Context: an optimization exercise on an open-source flow, tuned for small area and few clock cycles. The choices shown serve that exercise and are no tape-out recipe. Only simulation tests tie the RTL to the original design; equivalence was not proved.

==> v33: inputs <==
==> flow/design.v <==
module spf_rx #(
    parameter [31:0] WINDOW_LEN = 32'd3_000_000,    
    parameter [31:0] COOLDOWN   = 32'd300_000_000   
) (
    input             clk,
    input             rst,
    input             in_valid,
    input      [7:0]  in_data,
    output            in_ready,
    output            idle,
    output reg        frame_valid,
    output     [5:0]  frame_len,
    output            reading_valid,
    output reg        sh_valid,
    output reg [1:0]  sh_status,
    output reg [15:0] sh_move_dist,
    output reg [7:0]  sh_move_energy,
    output reg [15:0] sh_static_dist,
    output reg [7:0]  sh_static_energy,
    output reg [15:0] sh_det_dist,
    input             tick,
    input      [31:0] now,
    output reg        pf_dyn,
    output reg        pf_stat,
    output            pf_robust
);
    localparam LMAX  = 54;
    localparam DEPTH = LMAX - 5;
    localparam [7:0] MARKER = 8'hAA;
    localparam       TELEM_MIN_LEN = 11;
    localparam [1:0] P_MATCH = 2'd0, P_LEN0 = 2'd1, P_LEN1 = 2'd2, P_BODY = 2'd3;
    reg [7:0] sr [0:DEPTH-1];
    reg [5:0] ucnt;                   
    reg [1:0] state;                  
    reg [1:0] iph;                    
    reg [1:0] bcnt;                   
    reg [5:0] iafter;                 
    assign in_ready = (ucnt == 6'd0);
    wire in_fire = in_valid && in_ready;
    integer i;
    always @(posedge clk) begin
        if (in_fire) begin
            sr[0] <= in_data;
            for (i = 1; i < DEPTH; i = i + 1)
                sr[i] <= sr[i-1];
        end
    end
    wire [7:0] dlo = 8'd1 << ucnt[2:0];
    wire [7:0] dhi = 8'd1 << ucnt[5:3];
    reg  [7:0] b;
    always @(*) begin
        b = dlo[0] & dhi[0] ? in_data : 8'd0;
        for (i = 1; i <= DEPTH; i = i + 1)
            b = b | ((dlo[i % 8] & dhi[i / 8]) ? sr[i-1] : 8'd0);
    end
    wire sv = (ucnt != 6'd0) || in_fire;
    assign idle = (ucnt == 6'd0);
    function [1:0] hstep;             
        input [1:0] h;
        input [7:0] x;
        begin
            if ((h == 2'd0 && x == 8'hF4) || (h == 2'd1 && x == 8'hF3) ||
                (h == 2'd2 && x == 8'hF2))
                hstep = h + 2'd1;
            else if (x == 8'hF4)
                hstep = 2'd1;
            else
                hstep = 2'd0;
        end
    endfunction
    function [1:0] fstep;
        input [1:0] ph;
        input [1:0] h;
        input       lok;
        input [7:0] x;
        begin
            case (ph)
            P_MATCH: fstep = (h == 2'd3 && x == 8'hF1) ? P_LEN0 : P_MATCH;
            P_LEN0:  fstep = P_LEN1;
            P_LEN1:  fstep = (x == 8'd0 && lok) ? P_BODY : P_MATCH;
            default: fstep = P_BODY;
            endcase
        end
    endfunction
    reg  [1:0] hm;                    
    reg        lo_ok;
    reg  [5:0] len;
    reg  [1:0] im;                    
    reg        ilo_ok;
    reg  [5:0] ilen;
    wire        b_lo  = (b <= LMAX);
    wire [1:0]  m_ph  = fstep(state, hm, lo_ok, b);
    wire [1:0]  m_h   = (state == P_MATCH && m_ph == P_LEN0) ? 2'd0 : hstep(hm, b);
    wire [1:0]  i_ph  = fstep(iph, im, ilo_ok, b);
    wire [1:0]  i_h   = (iph == P_MATCH && i_ph == P_LEN0) ? 2'd0 : hstep(im, b);
    reg  [5:0] pos;                   
    reg        fok;                   
    reg        mk_ok;                 
    reg  [1:0] st;
    reg  [63:0] stg;                  
    wire [5:0] fidx   = pos - len;
    wire       in_ftr = (pos >= len);
    reg  [7:0] fexp;
    always @(*) begin
        case (fidx[1:0])
            2'd0: fexp = 8'hF8;
            2'd1: fexp = 8'hF7;
            2'd2: fexp = 8'hF6;
            default: fexp = 8'hF5;
        endcase
    end
    wire fbyte_ok = (b == fexp);
    wire last     = in_ftr && (fidx[1:0] == 2'd3);
    wire match    = fok && fbyte_ok;
    wire body     = sv && (state == P_BODY);
    wire do_emit  = body && last && match;
    wire do_fail  = body && last && !match;
    reg  [1:0] sim;                   
    reg        sfok;                  
    reg        smk;                   
    reg  [1:0] sst;                   
    function fbyte;                   
        input [1:0] k;                
        input [5:0] l;
        input [7:0] x;
        begin
            if (l > k)
                fbyte = 1'b1;
            else
                case (k - l[1:0])
                    2'd0:    fbyte = (x == 8'hF8);
                    2'd1:    fbyte = (x == 8'hF7);
                    default: fbyte = (x == 8'hF6);
                endcase
        end
    endfunction
    wire       s_more = (bcnt != 2'd3);
    wire [1:0] n_bcnt = s_more ? bcnt + 2'd1 : bcnt;
    wire [1:0] n_sim  = s_more ? hstep((bcnt == 2'd0) ? 2'd0 : sim, b) : sim;
    wire       n_sfok = s_more ? (((bcnt == 2'd0) || sfok) && fbyte(bcnt, ilen, b)) : sfok;
    wire       n_smk  = (bcnt == 2'd1) ? (b == MARKER) :
                        (bcnt == 2'd2) ? (smk && (b[7:2] == 6'd0)) : smk;
    wire [1:0] n_sst  = (bcnt == 2'd2) ? b[1:0] : sst;
    wire rewind   = do_fail && (iph == P_BODY) && !s_more;
    wire skip0    = (iph == P_BODY);                  
    reg  [1:0] n_state;
    reg  [1:0] n_hm;
    always @(*) begin
        n_state = state;
        n_hm    = hm;
        if (sv) begin
            if (state != P_BODY) begin
                n_state = m_ph;
                n_hm    = m_h;
            end else if (last) begin
                if (match) begin
                    n_state = P_MATCH;
                    n_hm    = 2'd0;
                end else begin
                    n_state = i_ph;
                    n_hm    = i_h;
                end
            end
        end
    end
    wire enter_body = sv && (n_state == P_BODY) && !(state == P_BODY && !last);
    wire dec_ok = (len >= TELEM_MIN_LEN) && mk_ok;
    assign frame_len     = len;
    assign reading_valid = dec_ok;
    always @(posedge clk) begin
        if (rst) begin
            ucnt  <= 6'd0;
            state <= P_MATCH;
            hm    <= 2'd0;
        end else begin
            ucnt  <= ucnt + {5'd0, in_fire} - {5'd0, sv}
                   + (rewind ? iafter + 6'd1 : 6'd0);
            state <= n_state;
            hm    <= n_hm;
        end
    end
    always @(posedge clk) begin
        if (sv) begin
            if (state == P_LEN0) begin
                len   <= b[5:0];
                lo_ok <= b_lo;
            end
            if (state == P_BODY) begin
                pos <= pos + 6'd1;
                if (last && !match) begin
                    len   <= (iph == P_LEN0) ? b[5:0] : ilen;
                    lo_ok <= (iph == P_LEN0) ? b_lo : ilo_ok;
                end
                if (iph != P_BODY) begin
                    iph <= i_ph;
                    im  <= i_h;
                    if (iph == P_LEN0) begin
                        ilen   <= b[5:0];
                        ilo_ok <= b_lo;
                    end
                    iafter <= 6'd0;
                    bcnt   <= 2'd0;
                end else if (s_more) begin
                    bcnt <= n_bcnt;
                    sim  <= n_sim;
                    sfok <= n_sfok;
                    smk  <= n_smk;
                    sst  <= n_sst;
                end else
                    iafter <= iafter + 6'd1;
                if (in_ftr && !fbyte_ok)
                    fok <= 1'b0;
                if (pos == 6'd1)
                    mk_ok <= (b == MARKER);
                if (pos == 6'd2) begin
                    st    <= b[1:0];
                    mk_ok <= mk_ok && (b[7:2] == 6'd0);
                end
                if (pos >= 6'd3 && pos <= 6'd10)
                    stg <= {stg[55:0], b};
            end
            if (enter_body) begin
                iph <= P_MATCH;
                if (state == P_BODY && skip0) begin
                    pos   <= {4'd0, n_bcnt};
                    im    <= n_sim;
                    fok   <= n_sfok;
                    mk_ok <= n_smk;
                    st    <= n_sst;
                end else begin
                    pos <= 6'd0;
                    im  <= 2'd0;
                    fok <= 1'b1;
                end
            end
        end
    end
    always @(posedge clk) begin
        if (rst) begin
            frame_valid <= 1'b0;
            sh_valid    <= 1'b0;
        end else begin
            frame_valid <= do_emit;
            if (do_emit && dec_ok)
                sh_valid <= 1'b1;
        end
    end
    always @(posedge clk) begin
        if (do_emit && dec_ok) begin
            sh_status        <= st;
            sh_move_dist     <= {stg[55:48], stg[63:56]};
            sh_move_energy   <= stg[47:40];
            sh_static_dist   <= {stg[31:24], stg[39:32]};
            sh_static_energy <= stg[23:16];
            sh_det_dist      <= {stg[7:0], stg[15:8]};
        end
    end
    function [31:0] addk;
        input [31:0] x;
        input [31:0] k;
        integer j;
        reg c;
        begin
            c = 1'b0;
            for (j = 0; j < 32; j = j + 1) begin
                addk[j] = x[j] ^ k[j] ^ c;
                c = k[j] ? (x[j] | c) : (x[j] & c);
            end
        end
    endfunction
    function le;
        input [31:0] x;
        input [31:0] y;
        integer j;
        reg gt;
        begin
            gt = 1'b0;
            for (j = 0; j < 32; j = j + 1)
                gt = (x[j] & ~y[j]) | ((x[j] | ~y[j]) & gt);
            le = ~gt;
        end
    endfunction
    reg [31:0] last0, last1, last2;   
    reg  [1:0] wcnt;                  
    reg [31:0] active_until;
    reg        active_v;
    wire motion     = sh_valid && sh_status[0];    
    wire stationary = sh_valid && sh_status[1];    
    wire [31:0] third   = motion ? last1  : last2;
    wire        third_v = motion ? (wcnt >= 2'd2) : (wcnt == 2'd3);
    wire        burst   = third_v && le(now, third);
    wire        cooling = active_v && le(now, active_until);
    always @(posedge clk) begin
        if (rst) begin
            wcnt         <= 2'd0;
            active_v     <= 1'b0;
            pf_dyn       <= 1'b0;
            pf_stat      <= 1'b0;
        end else if (tick) begin
            if (motion && wcnt != 2'd3)
                wcnt <= wcnt + 2'd1;
            if (burst)
                active_v <= 1'b1;
            pf_dyn    <= burst || cooling;
            pf_stat   <= stationary;
        end
    end
    assign pf_robust = pf_dyn && pf_stat;
    always @(posedge clk) begin
        if (tick) begin
            if (motion) begin
                last0 <= addk(now, WINDOW_LEN);
                last1 <= last0;
                last2 <= last1;
            end
            if (burst)
                active_until <= addk(now, COOLDOWN);
        end
    end
endmodule
==> flow/flow/run.sh <==
#!/bin/bash
set -euo pipefail
export BUFFER_PORTS_ARGS="-buffer_cell sky130_fd_sc_hd__buf_1"
export CTS_ARGS="-sink_clustering_enable -repair_clock_nets -sink_clustering_size 20 -sink_clustering_max_diameter 80 -dont_use_dummy_load"
bash standard.sh > standard.log 2>&1
==> flow/standard.sh <==
#!/bin/bash
# synth_recipe.tcl (not shown) runs the flow's synth.tcl, then flattens the netlist and writes it again
# the make line also repeats each setting of config.mk as NAME=value (left out here)
make -C /OpenROAD-flow-scripts/flow DESIGN_CONFIG=/design/flow/config.mk WORK_HOME=/design/flow/orfs CLKGATE_MAP_FILE= SYNTH_SCRIPT=/design/flow/synth_recipe.tcl "${@:-finish}"
==> flow/config.mk <==
export PLATFORM = sky130hd
export DESIGN_NAME = spf_rx
export DESIGN_NICKNAME = spf_rx
export VERILOG_FILES = /design/flow/design.v
export SDC_FILE = /design/flow/constraint.sdc
export NUM_CORES = 4
export LEC_CHECK = 0
export ABC_AREA = 1
export CAP_MARGIN = 20
export CORE_MARGIN = 2
export CORE_UTILIZATION = 50
export SLEW_MARGIN = 20
==> flow/constraint.sdc <==
create_clock -name core_clock -period 12.0 [get_ports {clk}]
set_input_delay 2.4000 -clock core_clock [delete_from_list [all_inputs] [get_ports {clk}]]
set_output_delay 2.4000 -clock core_clock [all_outputs]
set_load 0.01 [all_outputs]
==> v38: changes against v33 <==
--- a/flow/design.v
+++ b/flow/design.v
@@ -26,5 +26,5 @@
 );
     localparam LMAX  = 54;
-    localparam DEPTH = LMAX - 5;
+    localparam DEPTH = LMAX - 3;
     localparam [7:0] MARKER = 8'hAA;
     localparam       TELEM_MIN_LEN = 11;
@@ -34,5 +34,6 @@
     reg [1:0] state;                  
     reg [1:0] iph;                    
-    reg [1:0] bcnt;                   
+    reg       p0seen;                 
+    reg       p0f4, p0f8;             
     reg [5:0] iafter;                 
     assign in_ready = (ucnt == 6'd0);
@@ -116,32 +117,8 @@
     wire do_emit  = body && last && match;
     wire do_fail  = body && last && !match;
-    reg  [1:0] sim;                   
-    reg        sfok;                  
-    reg        smk;                   
-    reg  [1:0] sst;                   
-    function fbyte;                   
-        input [1:0] k;                
-        input [5:0] l;
-        input [7:0] x;
-        begin
-            if (l > k)
-                fbyte = 1'b1;
-            else
-                case (k - l[1:0])
-                    2'd0:    fbyte = (x == 8'hF8);
-                    2'd1:    fbyte = (x == 8'hF7);
-                    default: fbyte = (x == 8'hF6);
-                endcase
-        end
-    endfunction
-    wire       s_more = (bcnt != 2'd3);
-    wire [1:0] n_bcnt = s_more ? bcnt + 2'd1 : bcnt;
-    wire [1:0] n_sim  = s_more ? hstep((bcnt == 2'd0) ? 2'd0 : sim, b) : sim;
-    wire       n_sfok = s_more ? (((bcnt == 2'd0) || sfok) && fbyte(bcnt, ilen, b)) : sfok;
-    wire       n_smk  = (bcnt == 2'd1) ? (b == MARKER) :
-                        (bcnt == 2'd2) ? (smk && (b[7:2] == 6'd0)) : smk;
-    wire [1:0] n_sst  = (bcnt == 2'd2) ? b[1:0] : sst;
-    wire rewind   = do_fail && (iph == P_BODY) && !s_more;
+    wire rewind   = do_fail && (iph == P_BODY) && p0seen;
     wire skip0    = (iph == P_BODY);                  
+    wire s0_f4    = p0seen ? p0f4 : (b == 8'hF4);
+    wire s0_f8    = p0seen ? p0f8 : (b == 8'hF8);
     reg  [1:0] n_state;
     reg  [1:0] n_hm;
@@ -200,11 +177,9 @@
                     end
                     iafter <= 6'd0;
-                    bcnt   <= 2'd0;
-                end else if (s_more) begin
-                    bcnt <= n_bcnt;
-                    sim  <= n_sim;
-                    sfok <= n_sfok;
-                    smk  <= n_smk;
-                    sst  <= n_sst;
+                    p0seen <= 1'b0;
+                end else if (!p0seen) begin
+                    p0seen <= 1'b1;
+                    p0f4   <= (b == 8'hF4);
+                    p0f8   <= (b == 8'hF8);
                 end else
                     iafter <= iafter + 6'd1;
@@ -223,9 +198,7 @@
                 iph <= P_MATCH;
                 if (state == P_BODY && skip0) begin
-                    pos   <= {4'd0, n_bcnt};
-                    im    <= n_sim;
-                    fok   <= n_sfok;
-                    mk_ok <= n_smk;
-                    st    <= n_sst;
+                    pos <= 6'd1;
+                    im  <= s0_f4 ? 2'd1 : 2'd0;
+                    fok <= (ilen != 6'd0) || s0_f8;
                 end else begin
                     pos <= 6'd0;
==> flow/run.sh (new file) <==
#!/bin/bash
# synth_recipe.tcl (not shown) runs the flow's synth.tcl, then flattens the netlist and writes it again
# the make line also repeats each setting of config.mk as NAME=value (left out here)
make -C /OpenROAD-flow-scripts/flow DESIGN_CONFIG=/design/flow/config.mk WORK_HOME=/design/flow/orfs CLKGATE_MAP_FILE= SYNTH_SCRIPT=/design/flow/synth_recipe.tcl finish
--- a/flow/config.mk
+++ b/flow/config.mk
@@ -9,4 +9,6 @@
 export CAP_MARGIN = 20
 export CORE_MARGIN = 2
-export CORE_UTILIZATION = 50
+export CORE_UTILIZATION = 30
+export CTS_CLUSTER_DIAMETER = 80
+export CTS_CLUSTER_SIZE = 20
 export SLEW_MARGIN = 20
removed: flow/flow/run.sh
removed: flow/standard.sh
==> v5: changes against v33 <==
==> flow/design.v, changed modules only <==
module spf_rx #(
    parameter [31:0] WINDOW_LEN = 32'd3_000_000,    
    parameter [31:0] COOLDOWN   = 32'd300_000_000   
) (
    input             clk,
    input             rst,
    input             in_valid,
    input      [7:0]  in_data,
    output            in_ready,
    output            idle,
    output reg        frame_valid,
    output     [5:0]  frame_len,
    output            reading_valid,
    output reg        sh_valid,
    output reg [1:0]  sh_status,
    output reg [15:0] sh_move_dist,
    output reg [7:0]  sh_move_energy,
    output reg [15:0] sh_static_dist,
    output reg [7:0]  sh_static_energy,
    output reg [15:0] sh_det_dist,
    input             tick,
    input      [31:0] now,
    output reg        pf_dyn,
    output reg        pf_stat,
    output reg        pf_robust
);
    localparam LMAX  = 54;
    localparam DEPTH = LMAX - 2;
    localparam [7:0] MARKER = 8'hAA;
    localparam       TELEM_MIN_LEN = 11;
    localparam [1:0] P_MATCH = 2'd0, P_LEN0 = 2'd1, P_LEN1 = 2'd2, P_BODY = 2'd3;
    reg [7:0] sr [0:DEPTH-1];
    reg [5:0] ucnt;                   
    reg [1:0] state;                  
    reg [1:0] iph;                    
    reg [5:0] iafter;                 
    assign in_ready = (ucnt == 6'd0);
    wire in_fire = in_valid && in_ready;
    integer i;
    always @(posedge clk) begin
        if (in_fire) begin
            sr[0] <= in_data;
            for (i = 1; i < DEPTH; i = i + 1)
                sr[i] <= sr[i-1];
        end
    end
    wire [7:0] dlo = 8'd1 << ucnt[2:0];
    wire [7:0] dhi = 8'd1 << ucnt[5:3];
    reg  [7:0] b;
    always @(*) begin
        b = dlo[0] & dhi[0] ? in_data : 8'd0;
        for (i = 1; i <= DEPTH; i = i + 1)
            b = b | ((dlo[i % 8] & dhi[i / 8]) ? sr[i-1] : 8'd0);
    end
    wire sv = (ucnt != 6'd0) || in_fire;
    assign idle = (ucnt == 6'd0);
    function [1:0] hstep;             
        input [1:0] h;
        input [7:0] x;
        begin
            if ((h == 2'd0 && x == 8'hF4) || (h == 2'd1 && x == 8'hF3) ||
                (h == 2'd2 && x == 8'hF2))
                hstep = h + 2'd1;
            else if (x == 8'hF4)
                hstep = 2'd1;
            else
                hstep = 2'd0;
        end
    endfunction
    function [1:0] fstep;
        input [1:0] ph;
        input [1:0] h;
        input       lok;
        input [7:0] x;
        begin
            case (ph)
            P_MATCH: fstep = (h == 2'd3 && x == 8'hF1) ? P_LEN0 : P_MATCH;
            P_LEN0:  fstep = P_LEN1;
            P_LEN1:  fstep = (x == 8'd0 && lok) ? P_BODY : P_MATCH;
            default: fstep = P_BODY;
            endcase
        end
    endfunction
    reg  [1:0] hm;                    
    reg        lo_ok;
    reg  [5:0] len;
    reg  [1:0] im;                    
    reg        ilo_ok;
    reg  [5:0] ilen;
    wire        b_lo  = (b <= LMAX);
    wire [1:0]  m_ph  = fstep(state, hm, lo_ok, b);
    wire [1:0]  m_h   = (state == P_MATCH && m_ph == P_LEN0) ? 2'd0 : hstep(hm, b);
    wire [1:0]  i_ph  = fstep(iph, im, ilo_ok, b);
    wire [1:0]  i_h   = (iph == P_MATCH && i_ph == P_LEN0) ? 2'd0 : hstep(im, b);
    reg  [5:0] pos;                   
    reg        fok;                   
    reg        aa_ok, st_ok;
    reg  [1:0] st;
    reg  [63:0] stg;                  
    wire [5:0] fidx   = pos - len;
    wire       in_ftr = (pos >= len);
    reg  [7:0] fexp;
    always @(*) begin
        case (fidx[1:0])
            2'd0: fexp = 8'hF8;
            2'd1: fexp = 8'hF7;
            2'd2: fexp = 8'hF6;
            default: fexp = 8'hF5;
        endcase
    end
    wire fbyte_ok = (b == fexp);
    wire last     = in_ftr && (fidx[1:0] == 2'd3);
    wire match    = fok && fbyte_ok;
    wire body     = sv && (state == P_BODY);
    wire do_emit  = body && last && match;
    wire do_fail  = body && last && !match;
    wire rewind   = do_fail && (iph == P_BODY);
    reg  [1:0] n_state;
    reg  [1:0] n_hm;
    always @(*) begin
        n_state = state;
        n_hm    = hm;
        if (sv) begin
            if (state != P_BODY) begin
                n_state = m_ph;
                n_hm    = m_h;
            end else if (last) begin
                if (match) begin
                    n_state = P_MATCH;
                    n_hm    = 2'd0;
                end else begin
                    n_state = i_ph;
                    n_hm    = i_h;
                end
            end
        end
    end
    wire enter_body = sv && (n_state == P_BODY) && !(state == P_BODY && !last);
    wire dec_ok = (len >= TELEM_MIN_LEN) && aa_ok && st_ok;
    assign frame_len     = len;
    assign reading_valid = dec_ok;
    always @(posedge clk) begin
        if (rst) begin
            ucnt  <= 6'd0;
            state <= P_MATCH;
            hm    <= 2'd0;
        end else begin
            ucnt  <= ucnt + {5'd0, in_fire} - {5'd0, sv}
                   + (rewind ? iafter + 6'd1 : 6'd0);
            state <= n_state;
            hm    <= n_hm;
        end
    end
    always @(posedge clk) begin
        if (sv) begin
            if (state == P_LEN0) begin
                len   <= b[5:0];
                lo_ok <= b_lo;
            end
            if (state == P_BODY) begin
                pos <= pos + 6'd1;
                if (last && !match) begin
                    len   <= (iph == P_LEN0) ? b[5:0] : ilen;
                    lo_ok <= (iph == P_LEN0) ? b_lo : ilo_ok;
                end
                if (iph != P_BODY) begin
                    iph <= i_ph;
                    im  <= i_h;
                    if (iph == P_LEN0) begin
                        ilen   <= b[5:0];
                        ilo_ok <= b_lo;
                    end
                    iafter <= 6'd0;
                end else
                    iafter <= iafter + 6'd1;
                if (in_ftr && !fbyte_ok)
                    fok <= 1'b0;
                if (pos == 6'd1)
                    aa_ok <= (b == MARKER);
                if (pos == 6'd2) begin
                    st    <= b[1:0];
                    st_ok <= (b[7:2] == 6'd0);
                end
                if (pos >= 6'd3 && pos <= 6'd10)
                    stg <= {stg[55:0], b};
            end
            if (enter_body) begin
                pos <= 6'd0;
                iph <= P_MATCH;
                im  <= 2'd0;
                fok <= 1'b1;
            end
        end
    end
    always @(posedge clk) begin
        if (rst) begin
            frame_valid <= 1'b0;
            sh_valid    <= 1'b0;
        end else begin
            frame_valid <= do_emit;
            if (do_emit && dec_ok)
                sh_valid <= 1'b1;
        end
    end
    always @(posedge clk) begin
        if (do_emit && dec_ok) begin
            sh_status        <= st;
            sh_move_dist     <= {stg[55:48], stg[63:56]};
            sh_move_energy   <= stg[47:40];
            sh_static_dist   <= {stg[31:24], stg[39:32]};
            sh_static_energy <= stg[23:16];
            sh_det_dist      <= {stg[7:0], stg[15:8]};
        end
    end
    function [31:0] addk;
        input [31:0] x;
        input [31:0] k;
        integer j;
        reg c;
        begin
            c = 1'b0;
            for (j = 0; j < 32; j = j + 1) begin
                addk[j] = x[j] ^ k[j] ^ c;
                c = k[j] ? (x[j] | c) : (x[j] & c);
            end
        end
    endfunction
    function le;
        input [31:0] x;
        input [31:0] y;
        integer j;
        reg gt;
        begin
            gt = 1'b0;
            for (j = 0; j < 32; j = j + 1)
                gt = (x[j] & ~y[j]) | ((x[j] | ~y[j]) & gt);
            le = ~gt;
        end
    endfunction
    reg [31:0] last0, last1, last2;   
    reg        win0_v, win1_v, win2_v;
    reg [31:0] active_until;
    reg        active_v;
    wire motion     = sh_valid && sh_status[0];    
    wire stationary = sh_valid && sh_status[1];    
    wire [31:0] third   = motion ? last1  : last2;
    wire        third_v = motion ? win1_v : win2_v;
    wire        burst   = third_v && le(now, third);
    wire        cooling = active_v && le(now, active_until);
    always @(posedge clk) begin
        if (rst) begin
            win0_v       <= 1'b0;
            win1_v       <= 1'b0;
            win2_v       <= 1'b0;
            active_v     <= 1'b0;
            pf_dyn       <= 1'b0;
            pf_stat      <= 1'b0;
            pf_robust    <= 1'b0;
        end else if (tick) begin
            if (motion) begin
                win0_v <= 1'b1;
                win1_v <= win0_v;
                win2_v <= win1_v;
            end
            if (burst)
                active_v <= 1'b1;
            pf_dyn    <= burst || cooling;
            pf_stat   <= stationary;
            pf_robust <= (burst || cooling) && stationary;
        end
    end
    always @(posedge clk) begin
        if (tick) begin
            if (motion) begin
                last0 <= addk(now, WINDOW_LEN);
                last1 <= last0;
                last2 <= last1;
            end
            if (burst)
                active_until <= addk(now, COOLDOWN);
        end
    end
endmodule
==> flow/run.sh (new file) <==
#!/bin/bash
# synth_recipe.tcl (not shown) runs the flow's synth.tcl, then flattens the netlist and writes it again
# the make line also repeats each setting of config.mk as NAME=value (left out here)
make -C /OpenROAD-flow-scripts/flow DESIGN_CONFIG=/design/flow/config.mk WORK_HOME=/design/flow/orfs CLKGATE_MAP_FILE= SYNTH_SCRIPT=/design/flow/synth_recipe.tcl finish
--- a/flow/config.mk
+++ b/flow/config.mk
@@ -9,4 +9,4 @@
 export CAP_MARGIN = 20
 export CORE_MARGIN = 2
-export CORE_UTILIZATION = 50
+export CORE_UTILIZATION = 30
 export SLEW_MARGIN = 20
removed: flow/flow/run.sh
removed: flow/standard.sh
==> notes <==
- Synthesized cell count: v38 > v5 > v33.
- Via count: v33 is smaller than v5 (about 4.4%).
- Against v38, the hold slack of v5 is lower by 24 ps.
- Between v38 and v33, the lower clock-buffer cell count is in v33 (gap 12).
Testbench counts of v33, summed over its fixed seeds: cycles 72,588.
Testbench counts of v38, summed over its fixed seeds: cycles 72,728.
Testbench counts of v5, summed over its fixed seeds: cycles 72,809.

separate check: timing with driven ports:
No port has a modelled driver above. Below, the same layouts with a new extraction and two added sets of constraints.
Step 1: set_driving_cell puts a clkbuf_16 on clk and a buf_2 on each other input, an assumption about the parent block.
Step 2 also shifts input and output timing later by t, the mid clock arrival at the registers, as if the neighbouring blocks saw the same clock.
Three values: ideal, step 1, step 2; two values: the first two.
| run | t, ns | slack for setup (ns) | worst setup path after step 2 |
|---|---|---|---|
| v33 | 0.639 | 5.148 / 5.189 / 4.550 | input to register |
| v38 | 0.660 | 4.458 / 4.494 / 3.834 | input to register |
| v5 | 0.680 | 4.838 / 4.875 / 4.195 | input to register |
After both steps setup and hold are still met in every run listed. The setup slack of v5, which loses most, moves by +0.037 ns with the drivers and by -0.643 ns with both steps.
